This design comes from an exercise in tuning for small area, a short achievable clock period and few clock cycles on the open sky130 flow, not from production work. In this exercise RTL edits were held to simulation tests only and were not proved equivalent to the original.

[flow/design.v]
module kfd_tcs (
    input  wire        clk,
    input  wire        rst,           
    input  wire        in_valid,
    output wire        in_ready,
    input  wire [15:0] in_lo,
    input  wire [15:0] in_hi,
    input  wire        in_last,
    input  wire [7:0]  cfg_steps,     
    input  wire        cfg_graph,     
    output reg         done,
    output reg  [63:0] bits,
    output reg  [6:0]  p_count,
    output reg  [6:0]  trim_head,
    output reg  [6:0]  trim_tail,
    output reg  [6:0]  lo_num,
    output reg  [6:0]  hi_num,
    output reg  [2:0]  passes,
    output reg         reverted,
    output reg  [21:0] avlo_sum,
    output reg  [6:0]  avlo_cnt,
    output reg  [21:0] avhi_sum,
    output reg  [6:0]  avhi_cnt
);
    localparam S_IDLE  = 4'd0,  S_HEAD  = 4'd1,  S_TAIL  = 4'd2,  S_PSET = 4'd3,
               S_PASS  = 4'd4,  S_PEND  = 4'd5,  S_FIN   = 4'd6,  S_SSET = 4'd7,
               S_SLICE = 4'd8,  S_SM1   = 4'd9,  S_SM2   = 4'd10, S_SM3  = 4'd11,
               S_END   = 4'd12;
    reg [3:0]  state;
    reg [15:0] mem_lo [0:63];
    reg [15:0] mem_hi [0:63];
    reg [6:0]  p0;             
    reg [21:0] sum_lo0, sum_hi0;
    reg [7:0]  steps;
    reg        graph;
    reg [6:0]  idx;            
    reg [2:0]  k;              
    reg [21:0] ls, hs;         
    reg [6:0]  ln, hn;         
    reg [28:0] mul_a, mul_b;   
    assign in_ready = (state == S_IDLE);
    reg [6:0] raddr;
    always @(*) begin
        case (state)
            S_HEAD:  raddr = idx;
            S_TAIL:  raddr = p0 - 7'd1 - idx;
            default: raddr = trim_head + idx;
        endcase
    end
    wire [15:0] rd_lo = mem_lo[raddr[5:0]];
    wire [15:0] rd_hi = mem_hi[raddr[5:0]];
    wire [28:0] q_lo  = rd_lo * p0 * 4'd10;
    wire [28:0] q_hi  = rd_hi * p0 * 4'd10;
    wire        quiet = (q_lo < {7'd0, sum_lo0}) && (q_hi < {7'd0, sum_hi0});
    wire [44:0] c_lo  = rd_lo * mul_a;
    wire [44:0] c_hi  = rd_hi * mul_b;
    wire        is_low = c_lo > c_hi;
    wire [6:0]  p_trim = p0 - trim_head - trim_tail;
    wire [6:0]  last_i = p_trim - 7'd1;
    wire [13:0] p8     = p_trim * 4'd8;
    wire [13:0] ln100 = ln * 7'd100;
    wire [13:0] hn100 = hn * 7'd100;
    wire        small_class = (ln100 < p8) || (hn100 < p8);
    wire b_m1 = bits[idx - 7'd1];
    wire b_0  = bits[idx];
    wire b_p1 = bits[idx + 7'd1];
    wire b_p2 = bits[idx + 7'd2];
    wire b_p3 = bits[idx + 7'd3];
    integer j;
    always @(posedge clk) begin
        if (rst) begin
            state    <= S_IDLE;
            done     <= 1'b0;
            p0       <= 7'd0;
            sum_lo0  <= 22'd0;
            sum_hi0  <= 22'd0;
            idx      <= 7'd0;
        end else begin
            case (state)
                S_IDLE: begin
                    if (in_valid) begin
                        if (done) begin
                            done    <= 1'b0;
                            mem_lo[0] <= in_lo;
                            mem_hi[0] <= in_hi;
                            p0      <= 7'd1;
                            sum_lo0 <= {6'd0, in_lo};
                            sum_hi0 <= {6'd0, in_hi};
                        end else begin
                            mem_lo[p0[5:0]] <= in_lo;
                            mem_hi[p0[5:0]] <= in_hi;
                            p0      <= p0 + 7'd1;
                            sum_lo0 <= sum_lo0 + in_lo;
                            sum_hi0 <= sum_hi0 + in_hi;
                        end
                        if (in_last) begin
                            steps     <= cfg_steps;
                            graph     <= cfg_graph;
                            idx       <= 7'd0;
                            trim_head <= 7'd0;
                            trim_tail <= 7'd0;
                            state     <= S_HEAD;
                        end
                    end
                end
                S_HEAD: begin
                    if (idx < p0 && quiet) begin
                        idx <= idx + 7'd1;
                    end else begin
                        trim_head <= idx;
                        idx       <= 7'd0;
                        state     <= S_TAIL;
                    end
                end
                S_TAIL: begin
                    if (p0 - trim_head - idx != 7'd0 && quiet) begin
                        idx <= idx + 7'd1;
                    end else begin
                        trim_tail <= idx;
                        avlo_sum  <= sum_lo0;
                        avlo_cnt  <= p0;
                        avhi_sum  <= sum_hi0;
                        avhi_cnt  <= p0;
                        reverted  <= 1'b0;
                        k         <= 3'd0;
                        state     <= S_PSET;
                    end
                end
                S_PSET: begin
                    mul_a <= avhi_sum * avlo_cnt;
                    mul_b <= avlo_sum * avhi_cnt;
                    k     <= k + 3'd1;
                    idx   <= 7'd0;
                    ls    <= 22'd0;
                    hs    <= 22'd0;
                    ln    <= 7'd0;
                    hn    <= 7'd0;
                    state <= S_PASS;
                end
                S_PASS: begin
                    if (is_low) begin
                        ln <= ln + 7'd1;
                        ls <= ls + rd_lo;
                    end else begin
                        hn <= hn + 7'd1;
                        hs <= hs + rd_hi;
                    end
                    idx <= idx + 7'd1;
                    if (idx == last_i)
                        state <= S_PEND;
                end
                S_PEND: begin
                    if (ln == 7'd0 || hn == 7'd0) begin
                        reverted <= 1'b1;
                        state    <= S_FIN;
                    end else begin
                        avlo_sum <= ls;
                        avlo_cnt <= ln;
                        avhi_sum <= hs;
                        avhi_cnt <= hn;
                        state    <= (k == 3'd5) ? S_FIN : S_PSET;
                    end
                end
                S_FIN: begin
                    if (reverted || small_class) begin
                        reverted <= 1'b1;
                        avlo_sum <= sum_lo0;
                        avlo_cnt <= p0;
                        avhi_sum <= sum_hi0;
                        avhi_cnt <= p0;
                    end
                    lo_num  <= ln;
                    hi_num  <= hn;
                    passes  <= k;
                    p_count <= p_trim;
                    state   <= S_SSET;
                end
                S_SSET: begin
                    mul_a <= avhi_sum * avlo_cnt;
                    mul_b <= avlo_sum * avhi_cnt;
                    bits  <= 64'd0;
                    idx   <= 7'd0;
                    state <= S_SLICE;
                end
                S_SLICE: begin
                    bits[idx[5:0]] <= ~is_low;
                    idx <= idx + 7'd1;
                    if (idx == last_i) begin
                        idx   <= 7'd1;
                        state <= S_SM1;
                    end
                end
                S_SM1: begin
                    if (graph || steps < 8'd3 || idx + 7'd1 >= p_count) begin
                        idx   <= 7'd1;
                        state <= S_SM2;
                    end else begin
                        if (b_0 != b_m1 && b_0 != b_p1)
                            bits[idx[5:0]] <= b_m1;
                        idx <= idx + 7'd1;
                    end
                end
                S_SM2: begin
                    if (graph || steps < 8'd5 || idx + 7'd2 >= p_count) begin
                        idx   <= 7'd1;
                        state <= S_SM3;
                    end else begin
                        if (b_0 != b_m1 && b_p1 == b_0 && b_p2 == b_m1) begin
                            bits[idx[5:0]]         <= b_m1;
                            bits[idx[5:0] + 6'd1]  <= b_m1;
                        end
                        idx <= idx + 7'd1;
                    end
                end
                S_SM3: begin
                    if (graph || steps < 8'd9 || idx + 7'd3 >= p_count) begin
                        state <= S_END;
                    end else begin
                        if (b_0 != b_m1 && b_p1 == b_0 && b_p2 == b_0 && b_p3 == b_m1) begin
                            bits[idx[5:0]]         <= b_m1;
                            bits[idx[5:0] + 6'd1]  <= b_m1;
                            bits[idx[5:0] + 6'd2]  <= b_m1;
                        end
                        idx <= idx + 7'd1;
                    end
                end
                S_END: begin
                    done  <= 1'b1;
                    state <= S_IDLE;
                end
                default: state <= S_IDLE;
            endcase
        end
    end
endmodule
[flow/run.sh]
#!/bin/bash
# synth_recipe.tcl (not shown) runs the flow's synth.tcl, then flattens the netlist and writes it again
# the make line also repeats each setting of config.mk as NAME=value (left out here)
make -C /OpenROAD-flow-scripts/flow DESIGN_CONFIG=/design/flow/config.mk WORK_HOME=/design/flow/orfs CLKGATE_MAP_FILE= SYNTH_SCRIPT=/design/flow/synth_recipe.tcl finish
[flow/config.mk]
export PLATFORM = sky130hd
export DESIGN_NAME = kfd_tcs
export DESIGN_NICKNAME = kfd_tcs
export VERILOG_FILES = /design/flow/design.v
export SDC_FILE = /design/flow/constraint.sdc
export NUM_CORES = 4
export LEC_CHECK = 0
export CAP_MARGIN = 20
export CORE_MARGIN = 2
export CORE_UTILIZATION = 30
export SLEW_MARGIN = 20
[flow/constraint.sdc]
create_clock -name core_clock -period 15.0 [get_ports {clk}]
set_input_delay 3.0000 -clock core_clock [delete_from_list [all_inputs] [get_ports {clk}]]
set_output_delay 3.0000 -clock core_clock [all_outputs]
set_load 0.01 [all_outputs]
==> run summary <==
* Main combinational cell family by area after synthesis: adder cells
* Max Slew Vio Count at 0
* CP max stage cell: a21oi_4
* Bufs and invs on worst path at 10
* Post-layout nets at 16,900
* RePlAce Congestion at 0.9181
* Worst-path clk slew at 0.06 ns
* Final min period at 14.30 ns
* Vias/cell at 5.256
* Clock sinks at 2,400
* Max_cap viols at 0
* Dpl cell area at 169,500 µm²
* Slowest stage delay, CP at 0.69 ns
* Routed length on met1 at 200.8 mm
* Fin area at 178,000 µm²
* Die area at 529,800 µm²
* Final setup TNS at 0 ns
* TritonRoute pass-1 iters at 9
* CTS tree: built
* Worst-Margin Slew at 1.203 ns
* Clk_skew at 0.1005 ns
* Highest clock rate at 69.91 MHz
* Vias at 116,200
* Synth cell types at 97
* Area contributors post-synth: edfxtp_1, fa_1, nand2_1
* Register area share after synthesis at 45.44%
* Crit Path Category: flop to flop
* Largest net degree at the start of global routing at 100
* Most common cell after layout, fill and taps aside: nand2_1
* Flops & latches, synth at 2,400
* Outcome: complete, no violations
* WL final at 497.4 mm
* Syn_nets at 16,760
* Area of the mapped netlist at 157,200 µm²
* Endpoints failing setup at 0
* CTS Buf Count at 270
* Ys Warns at 1
* Total GRT Usage at 18.20%
* Crit path max-delay family: compound AO/OA/AOI/OAI gates
* Synth Area in Compound Gates at 9.656%
* Dpl hpwl at 336.1 mm
* FF/Latch Area at 71,450 µm²
* Antenna-violating nets left at 0
* Adder-cell area share of the yosys netlist at 20.28%
* Initial antenna violation count at 25
* Most frequent cells in the layout: nand2_1, edfxtp_1, inv_1, fa_1, ha_1
* CP Max Fanout at 36
* Mean Syn Cell Area at 10.60 µm²
* Slew headroom at 19.73%
* Cells after Synth at 14,830
* Main synth FF type: edfxtp_1
* DR top layer: met5
* Hold Path Class: flop to flop
* Avg WL per Cell at 22.49 µm
* Leading area contributor after synthesis: edfxtp_1
* Post-synth EDFFs at 2,337
* Hold buffers post-CTS at 0
* Iteration-0 DRC Markers at 11,640
* Post-Synth XOR/XNOR Area at 1.881%
* Post-synth ARST share at 0%
* Synth top area share at 44.64%
* Worst setup SP type: flop
* RSZ-0062 raised after global routing: false
* # H-tree levels at 5
* Layout area overhead at 13.23%
* Die X at 727.9 µm
* Critical Path Sink Type: flop
* DIE HEIGHT at 727.9 µm
* Critical Path RT at 15.61 ns
* Total grt overflow at 0
* Core Area at 521,600 µm²
* Worst skew pair latency at 0.95 ns
* Mux cell area share after synthesis at 1.406%
* Top cell by count, worst path: fa_1
* Row count at 265
* Global-route wire length before repair at 740.9 mm
* Met3 wire length at 38.52 mm
* Synth Area in Simple Gates at 15.84%
* Root buffer cell: clkbuf_16
* Clk buf depth at 4
* Multi-input logic area at 78,080 µm²
* Final-layout fill cell count at 51,710
* Port bufs at 207
* Vias in the first global route at 115,400
* Drt drc at 0
* Starting Density at 30.14%
* Period utilization at 95.36%
* DR WL met2 at 238.8 mm
* Layout cell share with drive strength beyond 1 at 7.556%
* Final hold vios at 0
* Crit path DAT at 14.92 ns
* I/O pins at 208
-- layout make-up --
class | instances | share of cell area [%]
Timing Repair Buffer | 677 | 3.581
Antenna cell | 5 | 0.007029
Tap cell | 6942 | 4.879
Inverter | 1360 | 2.868
Clock buffer | 340 | 4.014
Sequential cell | 2400 | 40.14
Clock inverter | 131 | 0.6473
Multi-Input combinational cell | 10260 | 43.86
-- sequential cells by signal, indices dropped and copies added (netlist names), 22 cells and up --
| signal | count |
|---|---|
| avhi_sum | 22 |
| sum_hi0 | 22 |
| mul_a | 29 |
| ls | 22 |
| sum_lo0 | 22 |
| bits | 64 |
| mem_hi | 1024 |
| avlo_sum | 22 |
| hs | 22 |
| mem_lo | 1024 |
| mul_b | 29 |
-- final timing paths --
| check | startpoint | depth (start not counted) | slack, ns | to |
|---|---|---|---|---|
| worst max-delay path | state[1] | 48 | 0.70 | bits[61] |
| worst min-delay path | sum_hi0[1] | 2 | 0.48 | sum_hi0[1] |
| worst max register to register | state[1] | 48 | 0.70 | bits[61] |
| worst min register to register | sum_hi0[1] | 2 | 0.48 | sum_hi0[1] |
-- cell usage after synthesis (all sizes together) (130+ instances only) --
| master | count |
|---|---|
| and2 | 431 |
| nand3 | 623 |
| o21ai | 358 |
| ha | 785 |
| a21o | 130 |
| clkbuf | 466 |
| a311oi | 396 |
| inv | 1357 |
| buf | 348 |
| edfxtp | 2337 |
| xnor2 | 230 |
| a211oi | 158 |
| nand2 | 3475 |
| a31oi | 168 |
| nor2 | 476 |
| fa | 1102 |
| and3 | 299 |
| a21oi | 550 |
-- worst min-delay path: stages, from the launching register on --
cell	delay, ns
dfxtp_1	0.33
nand2_1	0.06
a21oi_1	0.05
-- logic make-up (layout without fill, tap and decap cells) --
| logic type | count (synthesis) | in the layout |
|---|---|---|
| AND/OR/NAND/NOR | 5688 | 5688 |
| flip-flops | 2400 | 2400 |
| AO/OA/AOI/OAI | 2230 | 2231 |
| buffers and inverters | 2174 | 2508 |
| adder cells (fa/ha/maj) | 1887 | 1887 |
| XOR/XNOR | 332 | 332 |
| multiplexers | 120 | 120 |
| other | 0 | 5 |
-- metrics by stage --
step | hold WS, ns | util (%) | worst slack [ns] | cells
4_1_cts | 0.4804 | 34.09 | 0.4606 | 22100
3_5_place_dp | 0.4717 | 32.50 | 0.4943 | 21630
6_report | 0.4777 | 34.13 | 0.6955 | 22110
2_1_floorplan | 0.4486 | - | 0.7330 | 14830
5_1_grt | 0.5173 | 34.13 | 0.07022 | 22110
3_3_place_gp | 0.4625 | 32.49 | 0.6214 | 21630
-- layer usage --
layer  vias to the layer above  track usage [%]
met5                         -                0
met4                         6            6.276
met3                       982            2.480
met2                      4922            30.90
met1                     58680            23.84
li1                      51630                -
-- repair_timing --
item	in CTS	in global routing
gates resized for setup	0	14
setup buffers	0	7
setup endpoints to repair	0	70
Testbench counts, summed over its fixed seeds: cycles 133,268.

[separate check: timing with driven ports]
Ports are ideal in the flow. The routed layout listed here was re-timed in OpenROAD.
Step 1 (the two cells are an assumption about what drives the block):
set clk [get_ports {clk}]
set_driving_cell -lib_cell sky130_fd_sc_hd__clkbuf_16 $clk
set_driving_cell -lib_cell sky130_fd_sc_hd__buf_2 [delete_from_list [all_inputs] $clk]
Step 2 times the ports against the registers' clock, not the clock port: input delays grow and output delays shrink by t, the midpoint of the rising clock arrivals with the driver on.
Slacks: ideal / step 1 / step 2; pairs: ideal / step 1.
shift t [ns]: 1.019
setup slack, ns: 0.696 / 0.696 / 0.696
hold slack, ns: 0.478 / 0.478 / 0.478
After both steps setup and hold are still met in this run. The setup slack of this run moves by 0.000 ns with the drivers and by 0.000 ns with both steps.
